This is an optimization exercise on Yosys and OpenROAD, whose aim is small area, a short achievable clock period and few clock cycles, not a production implementation. In this exercise RTL edits were held to simulation tests only and were not proved equivalent to the original. No activity file was given, so power comes from the tool's default toggle rates.

===== flow/standard.sh =====
#!/bin/bash
# synth_recipe.tcl (not shown) runs the flow's synth.tcl, then flattens the netlist and writes it again
# the make line also repeats each setting of config.mk as NAME=value (left out here)
make -C /OpenROAD-flow-scripts/flow DESIGN_CONFIG=/design/flow/config.mk WORK_HOME=/design/flow/orfs CLKGATE_MAP_FILE= SYNTH_SCRIPT=/design/flow/synth_recipe.tcl "${@:-finish}"

===== flow/design.v =====
module pmark_codec #(
    parameter CAP = 256                 
) (
    input  wire       clk,
    input  wire       rst,              
    input  wire       cmd_valid,
    input  wire [7:0] cmd_data,
    output wire       cmd_ready,
    input  wire       raw_valid,
    input  wire [7:0] raw_data,
    output wire       raw_ready,
    output wire       rsp_valid,
    output wire [7:0] rsp_data,
    input  wire       rsp_ready,
    output wire       tx_valid,
    output wire [8:0] tx_char,
    input  wire       tx_ready,
    output wire [8:0] b0_len,
    output wire [8:0] b1_len,
    output wire [1:0] rx_phase,
    output wire       rx_marked,
    output wire       rx_escaped,
    output wire       rx_done,
    output wire [7:0] rx_err,
    output wire [8:0] rx_explen,
    output wire [1:0] pmode
);
    localparam RL = 248;                
    localparam QN = 12;                 
    localparam NT = 31;                 
    localparam PH_IDLE = 2'd0, PH_ACTIVE = 2'd1, PH_FAILED = 2'd2;
    localparam PM_UNKNOWN = 2'd0, PM_MARK = 2'd1, PM_SPACE = 2'd2;
    localparam K_BYTE = 2'd0, K_HEX1 = 2'd1, K_HEXN = 2'd2;
    localparam L_KEEP = 3'd0, L_INC = 3'd1, L_SET0 = 3'd2, L_SET4 = 3'd3, L_SET6 = 3'd4, L_SETX = 3'd5;
    localparam X_OP = 5'b00001, X_ARG = 5'b00010, X_PAY = 5'b00100, X_HEX = 5'b01000, X_EQ = 5'b10000;
    function [7:0] addm;
        input [7:0] v;
        input [3:0] k;
        reg   [8:0] t;
        begin
            t    = {1'b0, v} + {5'd0, k};
            addm = (t >= 9'd248) ? (t - 9'd248) : t[7:0];
        end
    endfunction
    function [7:0] subm;
        input [7:0] v;
        input [3:0] k;
        begin
            subm = (v >= {4'd0, k}) ? (v - {4'd0, k}) : (v + 8'd248 - {4'd0, k});
        end
    endfunction
    function [7:0] dec8;
        input [2:0] v;
        begin
            dec8 = 8'd1 << v;
        end
    endfunction
    function [7:0] hexch;
        input [3:0] n;
        begin
            hexch = (n < 4'd10) ? (8'h30 + {4'd0, n}) : (8'h37 + {4'd0, n});
        end
    endfunction
    function [2:0] nargs;
        input [7:0] o;
        begin
            case (o[7:1])
                7'h08: nargs = 3'd2;                
                7'h09: nargs = 3'd1;                
                7'h0D: nargs = 3'd4;                
                7'h10: nargs = 3'd1;                
                7'h20: nargs = o[0] ? 3'd0 : 3'd2;  
                default: nargs = 3'd0;
            endcase
        end
    endfunction
    function [12:0] pdec;
        input [7:0] b;
        begin
            pdec = 13'd0;
            pdec[0]  = (nargs(b) != 3'd0);
            pdec[1]  = (b[7:1] == 7'h0A);
            pdec[2]  = (b[7:1] == 7'h0B);
            pdec[3]  = (b[7:1] == 7'h0C);
            pdec[4]  = (b[7:1] == 7'h0E);
            pdec[5]  = (b[7:1] == 7'h0F);
            pdec[6]  = (b == 8'h22);
            pdec[7]  = (b[7:1] == 7'h12);
            pdec[8]  = (b[7:1] == 7'h18);
            pdec[9]  = (b == 8'h42);
            pdec[10] = !(pdec[0] | pdec[1] | pdec[2] | pdec[3] | pdec[4] | pdec[5] |
                         pdec[6] | pdec[7] | pdec[8] | pdec[9]);
            pdec[11] = (b == 8'h00);
            pdec[12] = (b == 8'hFF);
        end
    endfunction
    reg [63:0]      lo0, lo1;           
    reg [8*RL-1:0]  ring0, ring1;       
    reg [8:0]       len0, len1;
    reg [1:0]       phase;
    reg             marked, escaped;
    reg [8:0]       explen;
    reg [7:0]       err;
    reg [1:0]       pm;
    reg [7:0]       sp0, sp1;           
    reg [7:0]       ls0, ls1;           
    reg [7:0]       T;                  
    reg [7:0]       lslot0, lslot1;     
    reg [9:0] h30, h31;                 
    reg [9:0] x3;                       
    reg lz0, l40, llt80, lf0;           
    reg lz1, l41, llt81, lf1;
    reg full1;                          
    reg chg;                            
    reg leq_r, l0le8_r, eqlo_r;         
    reg [8:0] f0, f1;                   
    reg [12:0] g0, g1;                  
    reg [1:0] fcnt;
    reg       in_rdy;                   
    assign cmd_ready = in_rdy;
    assign raw_ready = in_rdy;
    wire      in_take = in_rdy && (cmd_valid || raw_valid);
    wire [8:0] in_byte = cmd_valid ? {1'b0, cmd_data} : {1'b1, raw_data};
    wire [12:0] in_dec = pdec(in_byte[7:0]);
    wire      hv = (fcnt != 2'd0);
    wire      hr = f0[8];
    wire [7:0] hd = f0[7:0];
    reg [10:0] q [0:QN-1];              
    reg        ov;                      
    reg [8:0]  od;                      
    reg [1:0]  hph;                     
    reg [4:0] bar_ok;                   
    reg       tx_busy, tx_s, tx_v;
    reg [8:0] tx_c;
    reg [8:0] tx_len, tx_idx;
    reg [7:0] tslot;
    wire      tx_busy_n;
    wire      tx_end;                   
    reg [4:0]  xst;
    reg [7:0]  op;
    reg [1:0]  argk;
    reg [23:0] arg;
    reg [15:0] pcnt;
    reg        aok;
    reg [8:0]  xi;
    reg [7:0]  xslot;
    reg [1:0]  alast;                   
    reg        arg0z, arg0z_n;          
    reg        o_app, o_appb, o_seti, o_ctl;
    reg        pone;                    
    reg [7:0]  hb;                      
    reg        hb_v, hfirst, hlast;     
    reg        hlast_f;                 
    reg        eqv, eqm;                
    reg  [NT-1:0] rsel;                 
    reg  [7:0] rrd0, rrd1;
    integer    m;
    always @(*) begin
        rrd0 = 8'h00;
        rrd1 = 8'h00;
        for (m = 0; m < NT; m = m + 1) begin
            rrd0 = rrd0 | (ring0[64*m +: 8] & {8{rsel[m]}});
            rrd1 = rrd1 | (ring1[64*m +: 8] & {8{rsel[m]}});
        end
    end
    wire       s     = op[0];
    reg  [8:0] cap_len;
    reg  [9:0] cap_h3;
    reg        sf_llt8, sf_lf, sf_own;
    reg        sf_lal;                  
    reg        txhs;                    
    wire [63:0] lo_s = s ? lo1 : lo0;
    wire       hs     = hd[0];
    wire [8:0] len_hs = hs ? len1 : len0;
    wire [63:0] lo_hs = hs ? lo1 : lo0;
    wire       owned_hs = hs && (phase == PH_ACTIVE);
    reg  [QN:1] qth;                    
    wire sp1ok = !qth[QN];
    wire sp2ok = !qth[QN - 1];
    wire sp3ok = !qth[QN - 2];
    wire sp5ok = !qth[QN - 4];
    wire txh0 = tx_busy && !tx_s;
    wire txh1 = tx_busy &&  tx_s;
    reg        take;
    reg [2:0]  push_n;
    reg [7:0]  pb0, pb1, pb2, pb3, pb4;
    reg        pbar;
    reg [2:0]  rbd;                     
    reg [7:0]  sl1;
    reg [1:0]  pkind;                   
    reg        tx_start;
    reg        aw_en, aw_b, aw_islo;
    reg [7:0]  aw_oh;                   
    reg [7:0]  aw_d;
    reg [4:0]  aw_tap;
    reg        seti_en, ctl_en, wide_b;
    reg [31:0] seti_d;
    reg [7:0]  ctl_sp;
    reg [4:0]  xst_n;
    reg [7:0]  op_n;
    reg [1:0]  argk_n;
    reg [23:0] arg_n;
    reg [15:0] pcnt_n;
    reg        aok_n;
    reg [8:0]  xi_n;
    reg [7:0]  xslot_n;
    reg [2:0]  lop0, lop1;              
    reg [1:0]  phase_n;
    reg        marked_n, escaped_n;
    reg [8:0]  explen_n;
    reg [7:0]  err_n;
    reg [7:0]  sp0_n, sp1_n, ls0_n, ls1_n;
    reg        xlt8, xlt8_n;            
    reg [9:0]  x3_n;
    reg [8:0]  cap_len_n;
    reg [9:0]  cap_h3_n;
    reg        sf_llt8_n, sf_lf_n, sf_own_n;
    reg [7:0]  hb_n;
    reg [1:0]  alast_n;
    reg        o_app_n, o_appb_n, o_seti_n, o_ctl_n, pone_n;
    reg        hb_v_n, hfirst_n, hlast_n, hlast_f_n, eqv_n, eqm_n, hpush;
    reg [7:0]  byte_v;
    reg        byte_ok;
    reg        eq_lo;
    reg [9:0]  hcnt;
    reg [15:0] nn;
    integer    k;
    always @(*) begin
        take = 1'b0;
        push_n = 3'd0;
        pb0 = 8'h00; pb1 = 8'h00; pb2 = 8'h00; pb3 = 8'h00; pb4 = 8'h00;
        pbar = 1'b0; pkind = K_BYTE; rbd = 3'd0; sl1 = 8'd0;
        tx_start = 1'b0;
        aw_en = 1'b0; aw_b = 1'b0; aw_oh = 8'd0; aw_d = 8'h00; aw_tap = 5'd0; aw_islo = 1'b0;
        seti_en = 1'b0; ctl_en = 1'b0; wide_b = 1'b0;
        seti_d = {hd, arg};
        ctl_sp = hd;
        xst_n = xst; op_n = op; argk_n = argk; arg_n = arg; pcnt_n = pcnt;
        aok_n = aok; xi_n = xi; xslot_n = addm(xslot, 4'd1);
        lop0 = L_KEEP; lop1 = L_KEEP; phase_n = phase;
        marked_n = marked; escaped_n = escaped; explen_n = explen; err_n = err;
        sp0_n = sp0; sp1_n = sp1; ls0_n = ls0; ls1_n = ls1;
        hb_n = hb; hb_v_n = hb_v; hfirst_n = hfirst; hlast_n = hlast; hlast_f_n = hlast_f;
        eqv_n = eqv; eqm_n = eqm; hpush = 1'b0;
        alast_n = alast; o_app_n = o_app; o_appb_n = o_appb; o_seti_n = o_seti; o_ctl_n = o_ctl;
        pone_n = pone; xlt8_n = xlt8; x3_n = x3; arg0z_n = arg0z;
        cap_len_n = cap_len; cap_h3_n = cap_h3; sf_llt8_n = sf_llt8; sf_lf_n = sf_lf; sf_own_n = sf_own;
        byte_v = 8'h00; byte_ok = 1'b0; hcnt = 10'd0;
        nn = {hd, arg[7:0]};
        case (1'b1)
        xst[0]: if (hv) begin
            if (hr) begin
                if (phase != PH_ACTIVE) begin
                    if (sp1ok) begin take = 1'b1; push_n = 3'd1; pb0 = 8'hF2; end
                end else if (escaped && !g0[11] && !g0[12]) begin
                    if (sp1ok) begin
                        take = 1'b1; push_n = 3'd1; pb0 = 8'h20;
                        phase_n = PH_FAILED; err_n = 8'h20;
                    end
                end else if (escaped && g0[11]) begin
                    if (sp1ok) begin
                        take = 1'b1; push_n = 3'd1;
                        if (marked) begin
                            pb0 = 8'h21; phase_n = PH_FAILED; err_n = 8'h21;
                        end else begin
                            pb0 = 8'h00; marked_n = 1'b1; escaped_n = 1'b0;
                        end
                    end
                end else if (!escaped && g0[12]) begin
                    if (sp1ok) begin
                        take = 1'b1; push_n = 3'd1; pb0 = 8'h00; escaped_n = 1'b1;
                    end
                end else if (!marked) begin
                    if (sp1ok) begin
                        take = 1'b1; push_n = 3'd1; pb0 = 8'h22;
                        phase_n = PH_FAILED; err_n = 8'h22; escaped_n = 1'b0;
                    end
                end else if (full1) begin
                    if (sp1ok) begin
                        take = 1'b1; push_n = 3'd1; pb0 = 8'h23;
                        phase_n = PH_FAILED; err_n = 8'h23; escaped_n = 1'b0;
                    end
                end else begin
                    if (sp1ok && !txh1 && (llt81 || lslot1[2:0] == 3'd7)) begin
                        take = 1'b1; push_n = 3'd1; pb0 = 8'h00; escaped_n = 1'b0;
                        aw_en = 1'b1; aw_b = 1'b1; aw_oh = dec8(len1[2:0]); aw_d = hd; aw_islo = llt81;
                        aw_tap = addm(lslot1, 4'd1) >> 3;
                        lop1 = L_INC;
                        sp1_n = sp1 + ls1; ls1_n = hd;
                    end
                end
            end else if (g0[0]) begin
                take = 1'b1; op_n = hd; argk_n = 2'd0; xst_n = X_ARG;
                cap_len_n = len_hs; cap_h3_n = hs ? h31 : h30;
                sf_llt8_n = hs ? llt81 : llt80; sf_lf_n = hs ? lf1 : lf0; sf_own_n = owned_hs;
                alast_n = nargs(hd) - 3'd1;
                o_app_n  = (hd[7:1] == 7'h08);
                o_appb_n = (hd[7:1] == 7'h09);
                o_seti_n = (hd[7:1] == 7'h0D);
                o_ctl_n  = (hd[7:1] == 7'h10);
            end else begin
                case (1'b1)
                g0[1]: begin  
                    if (sp1ok) begin
                        take = 1'b1; push_n = 3'd1;
                        if (owned_hs) pb0 = 8'hF3;
                        else begin
                            pb0 = 8'h00;
                            if (hs) begin lop1 = L_SET0; sp1_n = 8'd0; ls1_n = 8'd0; end
                            else    begin lop0 = L_SET0; sp0_n = 8'd0; ls0_n = 8'd0; end
                        end
                    end
                end
                g0[2]: begin  
                    if (sp3ok) begin
                        take = 1'b1; push_n = 3'd3;
                        pb0 = 8'h00; pb1 = len_hs[7:0]; pb2 = {7'd0, len_hs[8]};
                    end
                end
                g0[3]: begin  
                    if (sp3ok) begin
                        take = 1'b1; push_n = 3'd3;
                        pb0 = 8'h00; pb1 = 8'h00; pb2 = 8'h01;
                    end
                end
                g0[4]: begin  
                    if (!(hs ? l41 : l40)) begin
                        if (sp1ok) begin take = 1'b1; push_n = 3'd1; pb0 = 8'h02; end
                    end else if (sp5ok) begin
                        take = 1'b1; push_n = 3'd5;
                        pb0 = 8'h00; pb1 = lo_hs[7:0]; pb2 = lo_hs[15:8];
                        pb3 = lo_hs[23:16]; pb4 = lo_hs[31:24];
                    end
                end
                g0[5]: begin  
                    if (sp2ok) begin
                        take = 1'b1; push_n = 3'd2;
                        pb0 = 8'h00; pb1 = hs ? sp1 : sp0;
                    end
                end
                g0[6]: begin  
                    if (!chg) begin
                        if (!leq_r || !eqlo_r) begin
                            if (sp2ok) begin take = 1'b1; push_n = 3'd2; pb0 = 8'h00; pb1 = 8'h00; end
                        end else if (l0le8_r) begin
                            if (sp2ok) begin take = 1'b1; push_n = 3'd2; pb0 = 8'h00; pb1 = 8'h01; end
                        end else begin
                            take = 1'b1; op_n = hd; xst_n = X_EQ; xi_n = 9'd8; xlt8_n = 1'b0;
                            xslot_n = addm(T, 4'd1);
                            eqv_n = 1'b0; hlast_n = 1'b0; hlast_f_n = 1'b0;
                        end
                    end
                end
                g0[7]: begin  
                    if (sp3ok) begin
                        take = 1'b1; push_n = 3'd3;
                        hcnt = hs ? h31 : h30;
                        pb0 = 8'h00;
                        pb1 = (hs ? lz1 : lz0) ? 8'h00 : hcnt[7:0];
                        pb2 = (hs ? lz1 : lz0) ? 8'h00 : {6'd0, hcnt[9:8]};
                        if (!(hs ? lz1 : lz0)) begin
                            op_n = hd; xst_n = X_HEX; xi_n = 9'd0; xlt8_n = 1'b1; cap_len_n = len_hs;
                            xslot_n = addm(T, 4'd9);
                            hb_v_n = 1'b0; hfirst_n = 1'b1; hlast_n = 1'b0; hlast_f_n = 1'b0;
                        end
                    end
                end
                g0[8]: begin  
                    if (hs ? lz1 : lz0) begin
                        if (sp1ok) begin take = 1'b1; push_n = 3'd1; pb0 = 8'hF4; end
                    end else if (sp1ok && !tx_busy) begin
                        take = 1'b1; push_n = 3'd1; pb0 = 8'h00; pbar = 1'b1;
                        tx_start = 1'b1;
                    end
                end
                g0[9]: begin  
                    if (sp1ok) begin
                        take = 1'b1; push_n = 3'd1;
                        pb0 = 8'h00; phase_n = PH_IDLE; err_n = 8'h00;
                    end
                end
                default: begin
                    if (sp1ok) begin take = 1'b1; push_n = 3'd1; pb0 = 8'hF0; end
                end
                endcase
            end
        end
        xst[1]: if (hv) begin
            if (argk != alast) begin
                take = 1'b1;
                arg_n[8*argk +: 8] = hd;
                argk_n = argk + 2'd1;
                if (argk == 2'd0) arg0z_n = g0[11];
            end else begin
                case (1'b1)
                o_app: begin  
                    if (g0[11] && arg0z) begin
                        if (sp1ok) begin
                            take = 1'b1; push_n = 3'd1; xst_n = X_OP;
                            pb0 = sf_own ? 8'hF3 : 8'h00;
                        end
                    end else begin
                        take = 1'b1; xst_n = X_PAY; pcnt_n = nn; pone_n = (nn == 16'd1);
                        aok_n = !sf_own && (nn <= (16'd256 - {7'd0, cap_len}));
                        xi_n = cap_len; xlt8_n = sf_llt8; x3_n = cap_h3;
                        sl1 = addm(s ? lslot1 : lslot0, 4'd1);
                        if (llt80 && llt81 && !tx_busy) begin
                            rbd = 3'd7 - sl1[2:0];
                            xslot_n = addm(sl1, {1'b0, rbd});
                        end else begin
                            xslot_n = sl1;
                        end
                    end
                end
                o_appb: begin  
                    if (sf_own) begin
                        if (sp1ok) begin take = 1'b1; push_n = 3'd1; pb0 = 8'hF3; xst_n = X_OP; end
                    end else if (sf_lf) begin
                        if (sp1ok) begin take = 1'b1; push_n = 3'd1; pb0 = 8'h01; xst_n = X_OP; end
                    end else if (sp1ok && !txhs &&
                                 (sf_llt8 || sf_lal)) begin
                        take = 1'b1; push_n = 3'd1; pb0 = 8'h00; xst_n = X_OP;
                        aw_en = 1'b1; aw_b = s; aw_oh = dec8(cap_len[2:0]); aw_d = hd; aw_islo = sf_llt8;
                        aw_tap = addm(s ? lslot1 : lslot0, 4'd1) >> 3;
                        if (s) begin
                            lop1 = L_INC;
                            sp1_n = sp1 + ls1; ls1_n = hd;
                        end else begin
                            lop0 = L_INC;
                            sp0_n = sp0 + ls0; ls0_n = hd;
                        end
                    end
                end
                o_seti: begin  
                    if (sf_own) begin
                        if (sp1ok) begin take = 1'b1; push_n = 3'd1; pb0 = 8'hF3; xst_n = X_OP; end
                    end else if (sp1ok && !txhs) begin
                        take = 1'b1; push_n = 3'd1; pb0 = 8'h00; xst_n = X_OP;
                        seti_en = 1'b1; wide_b = s;
                        if (s) begin
                            lop1 = L_SET4;
                            sp1_n = arg[7:0] + arg[15:8] + arg[23:16]; ls1_n = hd;
                        end else begin
                            lop0 = L_SET4;
                            sp0_n = arg[7:0] + arg[15:8] + arg[23:16]; ls0_n = hd;
                        end
                    end
                end
                o_ctl: begin  
                    if (sf_own) begin
                        if (sp1ok) begin take = 1'b1; push_n = 3'd1; pb0 = 8'hF3; xst_n = X_OP; end
                    end else if (sp1ok && !txhs) begin
                        take = 1'b1; push_n = 3'd1; pb0 = 8'h00; xst_n = X_OP;
                        ctl_en = 1'b1; wide_b = s;
                        if (s) begin
                            lop1 = L_SET6;
                            sp1_n = 8'h93 + {hd[6:0], 1'b0}; ls1_n = 8'h93 + {hd[6:0], 1'b0};
                        end else begin
                            lop0 = L_SET6;
                            sp0_n = 8'h93 + {hd[6:0], 1'b0}; ls0_n = 8'h93 + {hd[6:0], 1'b0};
                        end
                    end
                end
                default: begin  
                    if (sp1ok) begin
                        take = 1'b1; push_n = 3'd1; xst_n = X_OP;
                        if (nn > 16'd256) pb0 = 8'hF1;
                        else begin
                            pb0 = 8'h00;
                            lop1 = L_SET0;
                            sp1_n = 8'd0; ls1_n = 8'd0;
                            marked_n = 1'b0; escaped_n = 1'b0;
                            explen_n = nn[8:0]; err_n = 8'h00; phase_n = PH_ACTIVE;
                        end
                    end
                end
                endcase
            end
        end
        xst[2]: if (hv) begin
            if (!aok) begin
                if (!pone || sp1ok) begin
                    take = 1'b1; pcnt_n = pcnt - 16'd1; pone_n = (pcnt == 16'd2);
                    if (pone) begin
                        push_n = 3'd1; pb0 = sf_own ? 8'hF3 : 8'h01; xst_n = X_OP;
                    end
                end
            end else if ((!pone || sp1ok) && !txhs &&
                         (xlt8 || xslot[2:0] == 3'd7)) begin
                take = 1'b1; pcnt_n = pcnt - 16'd1; pone_n = (pcnt == 16'd2);
                aw_en = 1'b1; aw_b = s; aw_oh = dec8(xi[2:0]); aw_d = hd; aw_islo = xlt8; x3_n = x3 + 10'd3; aw_tap = addm(xslot, 4'd1) >> 3;
                xi_n = xi + 9'd1; xlt8_n = (xi < 9'd7);
                xslot_n = xslot;
                if (s) begin sp1_n = sp1 + ls1; ls1_n = hd; end
                else   begin sp0_n = sp0 + ls0; ls0_n = hd; end
                if (pone) begin
                    push_n = 3'd1; pb0 = 8'h00; xst_n = X_OP;
                    if (s) lop1 = L_SETX;
                    else   lop0 = L_SETX;
                end
            end
        end
        xst[3]: begin
            hpush = hb_v && sp1ok;
            if (hpush) begin
                push_n = 3'd1; pb0 = hb; pkind = hfirst ? K_HEX1 : K_HEXN;
                hfirst_n = 1'b0;
                hb_v_n = 1'b0;
                if (hlast) xst_n = X_OP;
            end
            if (xlt8) begin
                byte_v = lo_s[8*xi[2:0] +: 8]; byte_ok = 1'b1;
            end else begin
                byte_v = s ? rrd1 : rrd0; byte_ok = !tx_busy && (xslot[2:0] == 3'd0);
            end
            if ((!hb_v || hpush) && !hlast_f && byte_ok) begin
                hb_n = byte_v; hb_v_n = 1'b1;
                hlast_n = (xi + 9'd1 == cap_len); hlast_f_n = (xi + 9'd1 == cap_len);
                xi_n = xi + 9'd1; xlt8_n = (xi < 9'd7);
                xslot_n = xslot;
            end
        end
        xst[4]: begin
            if (eqv && (eqm || hlast)) begin
                if (sp2ok) begin
                    push_n = 3'd2; pb0 = 8'h00; pb1 = eqm ? 8'h00 : 8'h01; xst_n = X_OP;
                end
            end else begin
                eqv_n = 1'b0;
                if (!hlast_f && !tx_busy && xslot[2:0] == 3'd0) begin
                    eqv_n = 1'b1; eqm_n = (rrd0 != rrd1);
                    hlast_n = (xi + 9'd1 == len0); hlast_f_n = (xi + 9'd1 == len0);
                    xi_n = xi + 9'd1; xlt8_n = (xi < 9'd7);
                    xslot_n = xslot;
                end
            end
        end
        default: xst_n = X_OP;
        endcase
    end
    wire aw_lo  = aw_en && aw_islo;
    reg       wr0, wr1;
    reg [4:0] wr_tap;
    reg [7:0] wr_d;
    always @(posedge clk) begin
        if (rst) begin
            wr0 <= 1'b0;
            wr1 <= 1'b0;
        end else begin
            wr0 <= aw_en && !aw_lo && !aw_b;
            wr1 <= aw_en && !aw_lo &&  aw_b;
        end
        wr_tap <= aw_tap;
        wr_d   <= aw_d;
    end
    genvar g;
    generate
        for (g = 0; g < RL; g = g + 1) begin : RING
            if (g % 8 == 0) begin : TAP
                always @(posedge clk) begin
                    ring0[8*g +: 8] <= (wr0 && wr_tap == g / 8) ? wr_d : ring0[8*((g + RL - 1) % RL) +: 8];
                    ring1[8*g +: 8] <= (wr1 && wr_tap == g / 8) ? wr_d : ring1[8*((g + RL - 1) % RL) +: 8];
                end
            end else begin : SH
                always @(posedge clk) begin
                    ring0[8*g +: 8] <= ring0[8*(g - 1) +: 8];
                    ring1[8*g +: 8] <= ring1[8*(g - 1) +: 8];
                end
            end
        end
        for (g = 0; g < 8; g = g + 1) begin : LOW
            always @(posedge clk) begin
                if (seti_en && !wide_b && g < 4)       lo0[8*g +: 8] <= seti_d[8*(g % 4) +: 8];
                else if (ctl_en && !wide_b && g < 6)   lo0[8*g +: 8] <= (g < 3) ? ((g == 0) ? 8'h87 : (g == 1) ? 8'h09 : 8'h03)
                                                                   : (g < 5) ? ctl_sp : (8'h93 + {ctl_sp[6:0], 1'b0});
                else if (aw_lo && !aw_b && aw_oh[g]) lo0[8*g +: 8] <= aw_d;
                if (seti_en && wide_b && g < 4)        lo1[8*g +: 8] <= seti_d[8*(g % 4) +: 8];
                else if (ctl_en && wide_b && g < 6)    lo1[8*g +: 8] <= (g < 3) ? ((g == 0) ? 8'h87 : (g == 1) ? 8'h09 : 8'h03)
                                                                   : (g < 5) ? ctl_sp : (8'h93 + {ctl_sp[6:0], 1'b0});
                else if (aw_lo && aw_b && aw_oh[g])  lo1[8*g +: 8] <= aw_d;
            end
        end
    endgenerate
    wire       qv   = qth[1];
    wire       pop  = rsp_valid && rsp_ready;      
    reg        rsp_v_r;
    wire [1:0] hkind = q[0][9:8];
    wire [7:0] hdat  = q[0][7:0];
    wire       glast = (hkind == K_BYTE) || (hkind == K_HEX1 && hph == 2'd1) || (hph == 2'd2);
    wire [7:0] gch   = (hkind == K_BYTE) ? hdat :
                       (hkind == K_HEXN && hph == 2'd0) ? 8'h20 :
                       (hph == (hkind == K_HEX1 ? 2'd0 : 2'd1)) ? hexch(hdat[7:4]) : hexch(hdat[3:0]);
    wire       oload = qv && (!ov || pop);
    wire       qpop  = oload && glast;             
    wire [QN+5:1] qth_w  = {qth, 5'b11111} << push_n;
    wire [QN:1]   qth_pp = qth_w[QN+5:6];
    wire       ov_n    = oload || (ov && !pop);
    wire       odbar_n = oload ? q[0][10] : od[8];
    wire [4:0] bar_ok_n = bar_ok + {4'd0, tx_end} - {4'd0, pop && od[8]};
    wire       bz      = (bar_ok == 5'd0);
    wire       b1      = (bar_ok == 5'd1);
    wire       bzn     = !tx_end && (bz || (b1 && pop && od[8]));    
    wire       rv_n    = ov_n && !(odbar_n && bzn);
    assign rsp_valid = rsp_v_r;
    assign rsp_data  = od[7:0];
    wire [QN+1:0] qthx = {1'b0, qth, 1'b1};    
    wire [QN:0]   qe   = qthx[QN:0] & ~qthx[QN+1:1];
    wire [10:0]   pbv [0:4];
    assign pbv[0] = {pbar, pkind, pb0};
    assign pbv[1] = {3'b0, pb1};
    assign pbv[2] = {3'b0, pb2};
    assign pbv[3] = {3'b0, pb3};
    assign pbv[4] = {3'b0, pb4};
    reg [10:0] qa [0:QN-1];
    reg [10:0] qb [0:QN-1];
    integer i, j;
    always @(*) begin
        for (i = 0; i < QN; i = i + 1) begin
            qa[i] = 11'd0;
            qb[i] = 11'd0;
            for (j = 0; j < 5; j = j + 1) begin
                if (i - j >= 0)     qa[i] = qa[i] | (pbv[j] & {11{qe[i - j]}});
                if (i + 1 - j >= 1) qb[i] = qb[i] | (pbv[j] & {11{qe[i + 1 - j]}});
            end
        end
    end
    always @(posedge clk) begin
        for (i = 0; i < QN; i = i + 1) begin
            if (qpop) begin
                if (qthx[i + 2]) q[i] <= q[(i + 1) % QN];
                else             q[i] <= qb[i];
            end else begin
                if (!qthx[i + 1]) q[i] <= qa[i];
            end
        end
    end
    wire tx_take = tx_v && tx_ready;
    wire tx_more = (tx_idx != tx_len);
    wire [7:0] tx_rb = (tx_idx < 9'd8) ? (tx_s ? lo1[8*tx_idx[2:0] +: 8] : lo0[8*tx_idx[2:0] +: 8])
                                       : (tx_s ? rrd1 : rrd0);
    wire tx_rok = (tx_idx < 9'd8) || (tslot[2:0] == 3'd0);
    wire tx_load = tx_busy && tx_more && (!tx_v || tx_take) && tx_rok;
    assign     tx_busy_n = tx_start || (tx_busy && !(tx_take && !tx_more && !tx_load));
    function [NT-1:0] onehot;
        input [4:0] t;
        integer j;
        begin
            for (j = 0; j < NT; j = j + 1) onehot[j] = (t == j);
        end
    endfunction
    wire [7:0]    tslot_p1 = addm(tslot, 4'd1);
    wire [7:0]    tslot_st = addm(T, 4'd8);
    wire [NT-1:0] oh_x   = onehot(xslot_n[7:3]);
    wire [NT-1:0] oh_t0  = onehot(tslot[7:3]);
    wire [NT-1:0] oh_t1  = onehot(tslot_p1[7:3]);
    wire [NT-1:0] oh_st  = onehot(tslot_st[7:3]);
    assign        tx_end = tx_take && !tx_more && !tx_load;
    wire [NT-1:0] rsel_n = tx_start ? oh_st :
                           !tx_busy ? oh_x :
                           tx_end   ? oh_x :
                           tx_load  ? oh_t0 : oh_t1;
    wire [7:0] tslot_n   = tx_start ? tslot_st : (tx_load ? tslot : tslot_p1);
    always @(posedge clk) begin
        if (rst) begin
            fcnt     <= 2'd0;
            in_rdy   <= 1'b1;
            qth      <= {QN{1'b0}};
            ov       <= 1'b0;
            od       <= 9'd0;
            hph      <= 2'd0;
            rsp_v_r  <= 1'b0;
            bar_ok   <= 5'd0;
            tx_busy  <= 1'b0;
            tx_v     <= 1'b0;
            tx_s     <= 1'b0;
            tx_c     <= 9'd0;
            tx_len   <= 9'd0;
            tx_idx   <= 9'd0;
            tslot    <= 8'd0;
            rsel     <= {NT{1'b0}};
            xst      <= X_OP;
            op       <= 8'h00;
            argk     <= 2'd0;
            arg      <= 24'd0;
            pcnt     <= 16'd0;
            aok      <= 1'b0;
            xi       <= 9'd0;
            xslot    <= 8'd0;
            alast    <= 2'd0;
            o_app    <= 1'b0;
            o_appb   <= 1'b0;
            o_seti   <= 1'b0;
            o_ctl    <= 1'b0;
            pone     <= 1'b0;
            hb       <= 8'd0;
            hb_v     <= 1'b0;
            hfirst   <= 1'b0;
            hlast    <= 1'b0;
            hlast_f  <= 1'b0;
            eqv      <= 1'b0;
            eqm      <= 1'b0;
            xlt8     <= 1'b0;
            x3       <= 10'd0;
            arg0z    <= 1'b0;
            cap_len  <= 9'd0;
            cap_h3   <= 10'd0;
            sf_llt8  <= 1'b0;
            sf_lf    <= 1'b0;
            sf_own   <= 1'b0;
            sf_lal   <= 1'b0;
            txhs     <= 1'b0;
            phase    <= PH_IDLE;
            marked   <= 1'b0;
            escaped  <= 1'b0;
            explen   <= 9'd4;
            err      <= 8'h00;
            pm       <= PM_UNKNOWN;
            sp0      <= 8'd0;
            sp1      <= 8'd0;
            ls0      <= 8'd0;
            ls1      <= 8'd0;
            T        <= 8'd0;
            f0       <= 9'd0;
            f1       <= 9'd0;
            g0       <= 13'd0;
            g1       <= 13'd0;
        end else begin
            in_rdy <= !((fcnt == 2'd2 && !take) || (fcnt == 2'd1 && in_take && !take));
            case ({in_take, take})
                2'b10: begin
                    if (fcnt == 2'd0) begin f0 <= in_byte; g0 <= in_dec; end
                    else              begin f1 <= in_byte; g1 <= in_dec; end
                    fcnt <= fcnt + 2'd1;
                end
                2'b01: begin
                    f0   <= f1; g0 <= g1;
                    fcnt <= fcnt - 2'd1;
                end
                2'b11: begin
                    if (fcnt == 2'd1) begin f0 <= in_byte; g0 <= in_dec; end
                    else begin f0 <= f1; g0 <= g1; f1 <= in_byte; g1 <= in_dec; end
                end
                default: ;
            endcase
            qth  <= qpop ? (qth_pp >> 1) : qth_pp;
            ov   <= ov_n;
            if (oload) begin
                od  <= {q[0][10], gch};
                hph <= glast ? 2'd0 : hph + 2'd1;
            end
            rsp_v_r <= rv_n;
            bar_ok <= bar_ok_n;
            xst    <= xst_n;
            op     <= op_n;
            argk   <= argk_n;
            arg    <= arg_n;
            pcnt   <= pcnt_n;
            aok    <= aok_n;
            xi     <= xi_n;
            xslot  <= xslot_n;
            alast  <= alast_n;
            o_app  <= o_app_n;
            o_appb <= o_appb_n;
            o_seti <= o_seti_n;
            o_ctl  <= o_ctl_n;
            pone   <= pone_n;
            hb     <= hb_n;
            hb_v   <= hb_v_n;
            hfirst <= hfirst_n;
            hlast  <= hlast_n;
            hlast_f <= hlast_f_n;
            eqv    <= eqv_n;
            eqm    <= eqm_n;
            phase  <= phase_n;
            marked <= marked_n;
            escaped <= escaped_n;
            explen <= explen_n;
            err    <= err_n;
            sp0    <= sp0_n;
            sp1    <= sp1_n;
            ls0    <= ls0_n;
            ls1    <= ls1_n;
            xlt8   <= xlt8_n;
            x3     <= x3_n;
            arg0z  <= arg0z_n;
            cap_len <= cap_len_n;
            cap_h3 <= cap_h3_n;
            sf_llt8 <= sf_llt8_n;
            sf_lf  <= sf_lf_n;
            sf_own <= sf_own_n;
            sf_lal <= ((op_n[0] ? lslot1[2:0] : lslot0[2:0]) == 3'd6);
            txhs   <= tx_busy_n && ((tx_start ? hs : tx_s) == op_n[0]);
            T      <= addm(T, 4'd1 + {1'b0, rbd});
            rsel   <= rsel_n;
            tslot  <= tslot_n;
            tx_busy <= tx_busy_n;
            if (tx_start) begin
                tx_s    <= hs;
                tx_len  <= len_hs;
                tx_idx  <= 9'd1;
                tx_v    <= 1'b1;
                tx_c    <= {1'b1, lo_hs[7:0]};
                pm      <= PM_MARK;
            end else begin
                if (tx_take && tx_c[8]) pm <= PM_SPACE;
                if (tx_load) begin
                    tx_v   <= 1'b1;
                    tx_c   <= {1'b0, tx_rb};
                    tx_idx <= tx_idx + 9'd1;
                end else if (tx_take) begin
                    tx_v <= 1'b0;
                end
            end
        end
    end
    always @(posedge clk) begin
        if (rst) begin
            len0 <= 9'd0; h30 <= 10'h3FF; lslot0 <= 8'd9; lz0 <= 1'b1; l40 <= 1'b0; llt80 <= 1'b1; lf0 <= 1'b0;
            len1 <= 9'd0; h31 <= 10'h3FF; lslot1 <= 8'd9; lz1 <= 1'b1; l41 <= 1'b0; llt81 <= 1'b1; lf1 <= 1'b0;
            full1 <= 1'b0;
            chg <= 1'b1;
        end else begin
            case (lop0)
                L_INC:  begin len0 <= len0 + 9'd1; h30 <= h30 + 10'd3; lz0 <= 1'b0; l40 <= (len0 == 9'd3); llt80 <= (len0 < 9'd7); lf0 <= (len0 == 9'd255); end
                L_SET0: begin len0 <= 9'd0; h30 <= 10'h3FF; lslot0 <= addm(T, 4'd10); lz0 <= 1'b1; l40 <= 1'b0; llt80 <= 1'b1; lf0 <= 1'b0; end
                L_SET4: begin len0 <= 9'd4; h30 <= 10'd11; lslot0 <= addm(T, 4'd6);  lz0 <= 1'b0; l40 <= 1'b1; llt80 <= 1'b1; lf0 <= 1'b0; end
                L_SET6: begin len0 <= 9'd6; h30 <= 10'd17; lslot0 <= addm(T, 4'd4);  lz0 <= 1'b0; l40 <= 1'b0; llt80 <= 1'b1; lf0 <= 1'b0; end
                L_SETX: begin len0 <= xi + 9'd1; h30 <= x3 + 10'd3; lslot0 <= xslot; lz0 <= 1'b0; l40 <= (xi == 9'd3); llt80 <= (xi < 9'd7); lf0 <= (xi == 9'd255); end
                default: lslot0 <= addm(lslot0, 4'd1 + {1'b0, rbd});
            endcase
            case (lop1)
                L_INC:  begin len1 <= len1 + 9'd1; h31 <= h31 + 10'd3; lz1 <= 1'b0; l41 <= (len1 == 9'd3); llt81 <= (len1 < 9'd7); lf1 <= (len1 == 9'd255);
                              full1 <= ({1'b0, len1} + 10'd1 >= {1'b0, explen}); end
                L_SET0: begin len1 <= 9'd0; h31 <= 10'h3FF; lslot1 <= addm(T, 4'd10); lz1 <= 1'b1; l41 <= 1'b0; llt81 <= 1'b1; lf1 <= 1'b0;
                              full1 <= (explen_n == 9'd0); end
                L_SET4: begin len1 <= 9'd4; h31 <= 10'd11; lslot1 <= addm(T, 4'd6);  lz1 <= 1'b0; l41 <= 1'b1; llt81 <= 1'b1; lf1 <= 1'b0;
                              full1 <= (explen <= 9'd4); end
                L_SET6: begin len1 <= 9'd6; h31 <= 10'd17; lslot1 <= addm(T, 4'd4);  lz1 <= 1'b0; l41 <= 1'b0; llt81 <= 1'b1; lf1 <= 1'b0;
                              full1 <= (explen <= 9'd6); end
                L_SETX: begin len1 <= xi + 9'd1; h31 <= x3 + 10'd3; lslot1 <= xslot; lz1 <= 1'b0; l41 <= (xi == 9'd3); llt81 <= (xi < 9'd7); lf1 <= (xi == 9'd255);
                              full1 <= ({1'b0, xi} + 10'd1 >= {1'b0, explen}); end
                default: lslot1 <= addm(lslot1, 4'd1 + {1'b0, rbd});
            endcase
            chg <= (lop0 != L_KEEP) || (lop1 != L_KEEP) || seti_en || ctl_en || aw_lo;
        end
        leq_r   <= (len0 == len1);
        l0le8_r <= (len0 <= 9'd8);
        eqlo_r  <= eq_lo;
    end
    always @(*) begin
        eq_lo = 1'b1;
        for (k = 0; k < 8; k = k + 1)
            if (k < len0 && lo0[8*k +: 8] != lo1[8*k +: 8]) eq_lo = 1'b0;
    end
    assign b0_len     = len0;
    assign b1_len     = len1;
    assign rx_phase   = phase;
    assign rx_marked  = marked;
    assign rx_escaped = escaped;
    reg rx_done_r;
    always @(posedge clk) begin
        if (rst) rx_done_r <= 1'b0;
        else     rx_done_r <= (phase == PH_ACTIVE) && (len1 == explen);
    end
    assign rx_done    = rx_done_r;
    assign rx_err     = err;
    assign rx_explen  = explen;
    assign pmode      = pm;
    assign tx_valid   = tx_v;
    assign tx_char    = tx_c;
endmodule

===== flow/flow/run.sh =====
#!/bin/bash
set -euo pipefail
bash standard.sh SETUP_SLACK_MARGIN=7.5 TNS_END_PERCENT=100 finish > flow_standard.log 2>&1

===== flow/constraint.sdc =====
create_clock -name core_clock -period 11.0 [get_ports {clk}]
set_input_delay 2.2000 -clock core_clock [delete_from_list [all_inputs] [get_ports {clk}]]
set_output_delay 2.2000 -clock core_clock [all_outputs]
set_load 0.01 [all_outputs]

===== flow/config.mk =====
export PLATFORM = sky130hd
export DESIGN_NAME = pmark_codec
export DESIGN_NICKNAME = pmark_codec
export VERILOG_FILES = /design/flow/design.v
export SDC_FILE = /design/flow/constraint.sdc
export NUM_CORES = 4
export LEC_CHECK = 0
export CAP_MARGIN = 20
export CORE_MARGIN = 2
export CORE_UTILIZATION = 45
export CTS_BUF_LIST = sky130_fd_sc_hd__clkbuf_16
export CTS_CLUSTER_DIAMETER = 90
export CTS_CLUSTER_SIZE = 26
export PLACE_DENSITY = 0.6
export SLEW_MARGIN = 20
export TNS_END_PERCENT = 100

==> results of run 1 <==
[worst reg2reg max path, stage by stage (launching register included)]
cell      delay, ns
dfxtp_2        0.37
inv_4          0.05
ha_4           0.17
nor3_4         0.28
nand2_2        0.13
nor2_4         0.27
nand2_2        0.13
nor2_4         0.15
ha_4           0.16
xor2_4         0.21
ha_4           0.24
a21o_1         0.18
a21oi_4        0.16
xnor2_2        0.15
nand3_2        0.11
or4_4          0.57
o2bb2a_4       0.23
nor2_4         0.05
mux2_4         0.33
a221oi_2       0.23
a211oi_1       0.06
[registers in the layout (all words and copies together), names as in the netlist, 10 cells and up]
| register | flops |
|---|---|
| lo1 | 64 |
| cap_h3 | 10 |
| q | 132 |
| h30 | 10 |
| g0 | 12 |
| ring1 | 1984 |
| pcnt | 16 |
| rsel | 31 |
| qth | 12 |
| lo0 | 64 |
| x3 | 10 |
| arg | 24 |
| g1 | 12 |
| h31 | 10 |
| ring0 | 1984 |
[cells by family (layout without fill, tap and decap cells)]
kind of cell | Yosys count | in the layout
AOI/OAI and AO/OA | 1843 | 1848
xor gates and xnor gates | 259 | 259
adders and majority gates | 174 | 174
buffers and inverters | 710 | 899
DFF | 4635 | 4635
muxes | 798 | 798
other | 1 | 15
and+or+nand+nor | 2013 | 2013
[synth_stat cells (all sizes together) (103+ instances only)]
master	instances	area [um^2]
clkbuf	455	1710
a221oi	103	920
xnor2	146	1290
ha	155	1940
inv	159	597
a22oi	270	2030
nor3	113	581
edfxtp	183	5500
a211oi	118	886
a21oi	372	1860
mux2i	184	1840
nand3	187	941
xor2	113	990
nor2	632	2370
dfxtp	4452	89100
o21ai	373	1870
mux2	547	6160
nand2	612	2300
[report_power, final]
group	leakage (nW)	switching (mW)	internal, mW
sequential	37.5	0.310	17.2
combinational	16.4	2.87	1.48
clock	3.12	5.33	3.79
total	57.1	8.51	22.5
[area by class of cell]
class	instances	area, um^2
tap	3919	4900
clock inverter	60	803
clock buffer	221	5530
inverter	164	637
fill	25277	145000
sequential	4635	94900
timing repair buffer	454	4150
multi-input combinational	5097	38600
antenna	10	25.0
[worst paths after layout]
kind | from | slack (ns) | to | cells past startpoint
max | fcnt[1]$_SDFFE_PP0P_ | 6.57 | lslot0[4]$_SDFFE_PP0N_ | 20
min | ring0[521]$_DFF_P_ | 0.28 | ring0[529]$_DFF_P_ | 0
max reg2reg | fcnt[1]$_SDFFE_PP0P_ | 6.57 | lslot0[4]$_SDFFE_PP0N_ | 20
min reg2reg | ring0[521]$_DFF_P_ | 0.28 | ring0[529]$_DFF_P_ | 0
[routing by layer]
layer  vias up  track usage
li1      36502            -
met1     40235        0.360
met2      3233        0.414
met3       794       0.0347
met4         2        0.115
met5         -            0
[what timing repair did]
item / CTS / global route
endpoints found under the setup margin: 770 / 451
gates resized for setup: 694 / 183
buffers inserted: 114 / 47
pin swaps: 70 / 63
cloned: 6 / 6
==> run notes, run 1 <==
# DRC=0; mean number of vias per cell=5.55; CP arrival=5.17 ns; Chip Height=between 500 and 600 um; XOR/XNOR Fraction of Synth Area=0.0171; Max Freq=0.226 GHz; # rows=199; crit end category=flip-flop; synthesis warning total=4; Cell Area, Placed=about 0.14 mm^2; crit-path leading delay family=simple AND/OR/NAND/NOR gates; WP data required=roughly 12 ns; # hold bufs at CTS=0; setup_tns=0 ns; multiplexer share of the synthesized area=0.0713; most frequent cells in the layout=4340 x dfxtp_1, 570 x nand2_1, 570 x nor2_1; commonest non-fill, non-tap cell in the layout=dfxtp_1; Syn Area/Cell=~13 um^2; wl on met1=177000 um; Top Metal Used=met5; Final Hold Viols=0; complex-gate fraction of the synthesized area=0.0944; CP max FO=3; GR Util All Layers=0.262; Final ANT Viol Nets=0; clock sink count=4635; outcome=complete, no violations; pre-CTS setup slack=4.97 ns; Worst Skew=a little over 0.06 ns; final core utilization=0.507; vias in the first global route=between 70000 and 80000; first-pass GRT wire length=571000 um; DP Cell Count=14094; number of DRC markers in iteration 0=7860; max-cap violation count=0; ratio of cells with drive above 1 in the final layout=0.176; Leak Pwr=57.1 nW; Cell variety after synth=104; H-tree Lvls=4; Simple-Gate Fraction of Synth Area=0.0701; RSZ-0062 raised after global routing=yes; Mapped Area=0.133 mm^2; total power=31.0 mW; Post-Syn Instances=10433; Vias=80766; Worst Setup Slack, final=approximately 6.6 ns; metal2 WL=around 180000 um; Max transition margin=0.133; Worst path max stage delay=0.57 ns; post-layout min period=4.43 ns; post-synthesis sequential area ratio=0.709; hold crit path type=flip-flop to flip-flop; Synth async-reset ratio=0; Syn-to-layout area delta=12.0%; Detail Placement HPWL=267000 um; largest family of logic cells by synthesized area=compound AO/OA/AOI/OAI gates; Synth Area in Adders=0.0170; global route overflow=0; routed wire length=406000 um; DIE WIDTH=around 550 um; GPL Wtd Cong=roughly 0.95; DR pass1 iterations=7; Tightest Pin Transition=1.30 ns; CTS Buf Count=between 200 and 250; Final Setup Violations=0; met3 wire length=approximately 26000 um; largest net degree at the start of global routing=76; Clock Latency Late Sink=0.94 ns; # nets final=10763; Max VDD drop=roughly 160 uV; CTS tree=yes; Setup CP Type=flip-flop to flip-flop; DR WL/cell=approximately 28 um; port bufs=between 70 and 80; Cell Chain, Critical Path=inv_4 -> ha_4 -> nor3_4 -> nand2_2 -> nor2_4 -> nand2_2 -> nor2_4 -> ha_4 -> xor2_4 -> ha_4 -> a21o_1 -> a21oi_4 -> xnor2_2 -> nand3_2 -> or4_4 -> o2bb2a_4 -> nor2_4 -> mux2_4 -> a221oi_2 -> a211oi_1; top_reg_cell synth=dfxtp_1; clk buf depth=4; critical-path cell with the highest stage delay=or4_4; Die Area=0.301 mm^2; FF+latch count, synth=4635; CP Buf/Inv Count=1; core area=0.295 mm^2; hold slack=about 0.28 ns; clk slew on worst S/H paths=0.10 ns; CTS root buf=clkbuf_16; period utilization=0.403; io pins=85; initial antenna violation count=22; startpoint types=flip-flop; initial core utilization=0.453; pwr dens=roughly 210 mW/mm^2; final cell count without fillers=about 15000; Post-synth EDFFs=approximately 180; fin. max-slew vios=0; final instance area=around 0.15 mm^2
Testbench counts, summed over its fixed seeds: cycles 10,628.
==> run 2, diff against run 1 <==
--- a/flow/design.v
+++ b/flow/design.v
@@ -152,6 +152,10 @@
     reg        hb_v, hfirst, hlast;     
     reg        hlast_f;                 
     reg        eqv, eqm;                
+    wire [2:0] rbd       = 3'd6 - (op[0] ? lslot1[2:0] : lslot0[2:0]);
+    wire [7:0] T_rb      = addm(T, 4'd1 + {1'b0, rbd});
+    wire [7:0] lslot0_rb = addm(lslot0, 4'd1 + {1'b0, rbd});
+    wire [7:0] lslot1_rb = addm(lslot1, 4'd1 + {1'b0, rbd});
     reg  [NT-1:0] rsel;                 
     reg  [7:0] rrd0, rrd1;
     integer    m;
@@ -185,7 +189,7 @@
     reg [2:0]  push_n;
     reg [7:0]  pb0, pb1, pb2, pb3, pb4;
     reg        pbar;
-    reg [2:0]  rbd;                     
+    reg        rb;                      
     reg [7:0]  sl1;
     reg [1:0]  pkind;                   
     reg        tx_start;
@@ -229,7 +233,7 @@
         take = 1'b0;
         push_n = 3'd0;
         pb0 = 8'h00; pb1 = 8'h00; pb2 = 8'h00; pb3 = 8'h00; pb4 = 8'h00;
-        pbar = 1'b0; pkind = K_BYTE; rbd = 3'd0; sl1 = 8'd0;
+        pbar = 1'b0; pkind = K_BYTE; rb = 1'b0; sl1 = 8'd0;
         tx_start = 1'b0;
         aw_en = 1'b0; aw_b = 1'b0; aw_oh = 8'd0; aw_d = 8'h00; aw_tap = 5'd0; aw_islo = 1'b0;
         seti_en = 1'b0; ctl_en = 1'b0; wide_b = 1'b0;
@@ -405,8 +409,8 @@
                         xi_n = cap_len; xlt8_n = sf_llt8; x3_n = cap_h3;
                         sl1 = addm(s ? lslot1 : lslot0, 4'd1);
                         if (llt80 && llt81 && !tx_busy) begin
-                            rbd = 3'd7 - sl1[2:0];
-                            xslot_n = addm(sl1, {1'b0, rbd});
+                            rb = 1'b1;
+                            xslot_n = {sl1[7:3], 3'b111};
                         end else begin
                             xslot_n = sl1;
                         end
@@ -790,7 +794,7 @@
             sf_own <= sf_own_n;
             sf_lal <= ((op_n[0] ? lslot1[2:0] : lslot0[2:0]) == 3'd6);
             txhs   <= tx_busy_n && ((tx_start ? hs : tx_s) == op_n[0]);
-            T      <= addm(T, 4'd1 + {1'b0, rbd});
+            T      <= rb ? T_rb : addm(T, 4'd1);
             rsel   <= rsel_n;
             tslot  <= tslot_n;
             tx_busy <= tx_busy_n;
@@ -826,7 +830,7 @@
                 L_SET4: begin len0 <= 9'd4; h30 <= 10'd11; lslot0 <= addm(T, 4'd6);  lz0 <= 1'b0; l40 <= 1'b1; llt80 <= 1'b1; lf0 <= 1'b0; end
                 L_SET6: begin len0 <= 9'd6; h30 <= 10'd17; lslot0 <= addm(T, 4'd4);  lz0 <= 1'b0; l40 <= 1'b0; llt80 <= 1'b1; lf0 <= 1'b0; end
                 L_SETX: begin len0 <= xi + 9'd1; h30 <= x3 + 10'd3; lslot0 <= xslot; lz0 <= 1'b0; l40 <= (xi == 9'd3); llt80 <= (xi < 9'd7); lf0 <= (xi == 9'd255); end
-                default: lslot0 <= addm(lslot0, 4'd1 + {1'b0, rbd});
+                default: lslot0 <= rb ? lslot0_rb : addm(lslot0, 4'd1);
             endcase
             case (lop1)
                 L_INC:  begin len1 <= len1 + 9'd1; h31 <= h31 + 10'd3; lz1 <= 1'b0; l41 <= (len1 == 9'd3); llt81 <= (len1 < 9'd7); lf1 <= (len1 == 9'd255);
@@ -839,7 +843,7 @@
                               full1 <= (explen <= 9'd6); end
                 L_SETX: begin len1 <= xi + 9'd1; h31 <= x3 + 10'd3; lslot1 <= xslot; lz1 <= 1'b0; l41 <= (xi == 9'd3); llt81 <= (xi < 9'd7); lf1 <= (xi == 9'd255);
                               full1 <= ({1'b0, xi} + 10'd1 >= {1'b0, explen}); end
-                default: lslot1 <= addm(lslot1, 4'd1 + {1'b0, rbd});
+                default: lslot1 <= rb ? lslot1_rb : addm(lslot1, 4'd1);
             endcase
             chg <= (lop0 != L_KEEP) || (lop1 != L_KEEP) || seti_en || ctl_en || aw_lo;
         end
==> run 2 against run 1 <==
Net effect:
- still clean
- worst hold slack got worse by 0.056 ns
- sequential share of layout area shrank 0.46 points
- power down 2.1%
- setup slack gained 0.72 ns
- first-iteration DRC count barely moved
- utilization decreased by 0.073 points
==> run notes, run 2 <==
Final ANT Viol Nets=0 (unchanged); Worst path max stage delay=0.44 ns (-0.13 ns); RSZ-0062 raised after global routing=yes; crit-path leading delay family=flip-flops; hold crit path type=flip-flop to flip-flop; CP Buf/Inv Count=1 (unchanged); top_reg_cell synth=dfxtp_1; Setup crit end=tx_valid; Worst Skew=0.121 ns (+0.0588 ns); Hold Crit Depth=0 (unchanged); CP Depth=1 (-95%); crit end category=output pin; Vias=82454 (+2.1%); M1 GR Usage=0.356 (-0.00450); post-synthesis sequential area ratio=0.703 (-0.00620); Final Hold Viols=0 (unchanged); initial antenna violation count=23 (+4.5%); reg-to-reg endpoint=lo1[53]$_DFFE_PP_; multi-input logic area=0.0394 mm^2 (+2.3%); Die Area=0.304 mm^2 (+0.88%); clk buf depth=4 (unchanged); Max VDD drop=149 uV (-8.6%); fin. max-slew vios=0 (unchanged); outcome=complete, no violations; Max Freq=0.270 GHz (+20%); most frequent cells in the layout=4345 x dfxtp_1, 610 x nor2_1, 568 x nand2_1; ratio of cells with drive above 1 in the final layout=0.177 (+0.000353); vias in the first global route=79192 (+2.1%); Setup CP Type=flip-flop to output pin; GRT busiest layer=met2; mean number of vias per cell=5.58 (+0.63%); io pins=85 (unchanged); Tightest Pin Transition=1.20 ns (-0.0956 ns); largest net degree at the start of global routing=137 (+80%); pre-CTS setup slack=5.41 ns (+0.437 ns); # rows=200 (+0.50%); Final Setup Violations=0 (unchanged); DR pass1 iterations=6 (-1); Global Route met3 Usage=0.0390 (+0.00434); Synth async-reset ratio=0 (unchanged); R2R depth=10 (-50%); first-pass GRT wire length=586000 um (+2.6%); Post-Syn Instances=10622 (+1.8%); GR Util All Layers=0.267 (+0.00478); startpoint types=flip-flop; # hold bufs at CTS=0 (unchanged); Filler Cell Count=25622 (+1.4%); clock sink count=4635 (unchanged); initial core utilization=0.453 (about the same); crit path launch=tx_v$_SDFFE_PP0P_; pwr dens=201 mW/mm^2 (-2.8%); routed wire length=417000 um (+2.6%); Leak Pwr=57.8 nW (+1.2%); worst reg2reg setup slack=7.44 ns (+0.87 ns); DIE WIDTH=551 um (+0.44%); number of DRC markers in iteration 0=7858 (-0.025%); # DRC=0 (unchanged); Max transition margin=0.197 (+0.0639); max-cap violation count=0 (unchanged); Post-synth EDFFs=183 (unchanged); Synth area leader=dfxtp_1; Detail Placement HPWL=280000 um (+5.0%); WP data required=8.80 ns (-2.94 ns); post-layout min period=3.71 ns (-0.725 ns); Reg-to-Reg Start=fcnt[0]$_SDFFE_PP0P_; area share of the largest cell type after synthesis=0.662 (-0.00584); global route overflow=0 (unchanged); CTS tree=yes; core area=0.297 mm^2 (+0.93%); Reg area=0.0949 mm^2 (about the same); Syn Area/Cell=12.7 um^2 (-0.91%); CP arrival=1.51 ns (-3.66 ns); # nets final=10967 (+1.9%); port bufs=79 (unchanged); CP max FO=2 (-1); GPL Wtd Cong=0.965 (+1.2%); DR WL/cell=28.2 um (+1.2%); FF+latch count, synth=4635 (unchanged); met2 Usage GRT=0.430 (+0.0161); critical-path cell with the highest stage delay=dfxtp_4; Syn-to-layout area delta=11.9% (about the same); Cell variety after synth=115 (+11%); Chip Height=551 um (+0.44%); commonest non-fill, non-tap cell in the layout=dfxtp_1; clk slew on worst S/H paths=0.10 ns (about the same); most common cell in the netlist=dfxtp_1; synthesis warning total=4 (unchanged); most common library cells after synthesis=4452 x dfxtp_1, 670 x nor2_1, 610 x nand2_1; H-tree Lvls=4 (unchanged); CTS root buf=clkbuf_16; Mapped Area=0.135 mm^2 (+0.88%); Worst Setup Slack, final=7.29 ns (+0.725 ns); Clock Latency Late Sink=0.97 ns (+0.03 ns); Cell Chain, Critical Path=buf_6; setup_tns=0 ns (unchanged); CTS Buf Count=216 (-1.8%); period utilization=0.337 (-0.0659); final core utilization=0.507 (-0.000732); Regs by FF count=ring0 x1984, ring1 x1984, q x132; Area contributors post-synth=dfxtp_1 66%, mux2_2 4.6%, edfxtp_1 4.1%
run 2: cell types whose count changed after synthesis, sizes merged, moves of 30 or more:
cell,before,now
a21oi,372,442
a221oi,103,133
a22oi,270,238
nor2,632,672
o21ai,373,335
o221ai,80,48
run 2: cell families after synthesis:
logic type,synth area share
flip-flops,0.703
AND/OR/NAND/NOR,0.0723
AO/OA/AOI/OAI,0.0991
multiplexers,0.0699
buffers and inverters,0.0221
XOR/XNOR,0.0166
adder cells (fa/ha/maj),0.0170
other,0.0000279
run 2: power by group:
group          leakage (nW)  switching [mW]  internal, mW
sequential             37.6           0.261          17.2
combinational          17.2            2.47          1.44
clock                  3.03            5.29          3.71
total                  57.8            8.02          22.3
run 2: what timing repair did:
action                                  in CTS  in global routing
endpoints found under the setup margin     767                476
cloned                                       4                  4
gates resized for setup                    689                202
buffers inserted                            98                 95
pin swaps                                   37                 60
run 2: area by class of cell:
type                            count  share of cell area
Antenna cell                        7            0.000116
Multi-Input combinational cell   5247               0.262
Sequential cell                  4635               0.630
Inverter                          187             0.00488
Timing Repair Buffer              486              0.0297
Clock inverter                     52             0.00445
Tap cell                         3939              0.0327
Clock buffer                      218              0.0362
run 2: per-stage QoR:
step	std cells	area (um^2)	hold WS (ns)	total power [mW]
6_report	14771	151000	0.224	30.3
3_5_place_dp	14293	140000	0.312	21.0
4_1_cts	14665	149000	0.204	30.1
2_1_floorplan	10626	135000	0.310	20.0
5_1_grt	14769	151000	0.219	31.3
3_3_place_gp	14291	140000	0.310	21.0
run 2: routing by layer:
metal  wire length, um  up-vias
li1                  -    37343
met1            179000    41081
met2            190000     3151
met3             25400      871
met4             22300        8
met5                51        -
run 2: how the worst min path moves through the flow:
stage,from,endpoint,slack (ns)
4_1_cts,ring0[1384]$_DFF_P_,ring0[1392]$_DFF_P_,0.20
2_1_floorplan,ring0[992]$_DFF_P_,ring0[1000]$_DFF_P_,0.31
3_5_place_dp,ring0[884]$_DFF_P_,ring0[892]$_DFF_P_,0.31
5_1_grt,ring0[1575]$_DFF_P_,ring0[1583]$_DFF_P_,0.22
6_report,ring0[1384]$_DFF_P_,ring0[1392]$_DFF_P_,0.22
3_3_place_gp,ring1[1247]$_DFF_P_,ring1[1255]$_DFF_P_,0.31
Testbench counts of run 2, summed over its fixed seeds: cycles 10,628.

==> port drivers added, routing unchanged <==
Ports are ideal in the flow. The routed layouts listed here were re-timed in OpenROAD.
Step 1: set_driving_cell puts a clkbuf_16 on clk and a buf_2 on each other input, an assumption about the parent block.
Step 2 moves the port delays by t, midway between the first and last clock arrival at a register: inputs arrive t later, outputs are due t later. That takes back most of the time a late clock gives input paths.
a / b / c = ideal ports / drivers / drivers and shift; a / b = the first two.
| run | t, ns | setup WS [ns] | worst setup path after step 2 | worst data-port slew with drivers (ns) | cell pins on the clock port's net |
|---|---|---|---|---|---|
| run 1 | 1.018 | 6.569 / 6.569 / 6.308 | input to register | 0.05 | 1 |
| run 2 | 1.021 | 7.294 / 7.184 / 6.423 | input to register | 0.14 | 1 |
After both steps every run listed still meets setup and hold. For run 2, which loses most, drivers alone change the setup slack by -0.110 ns; drivers and shift together by -0.871 ns.
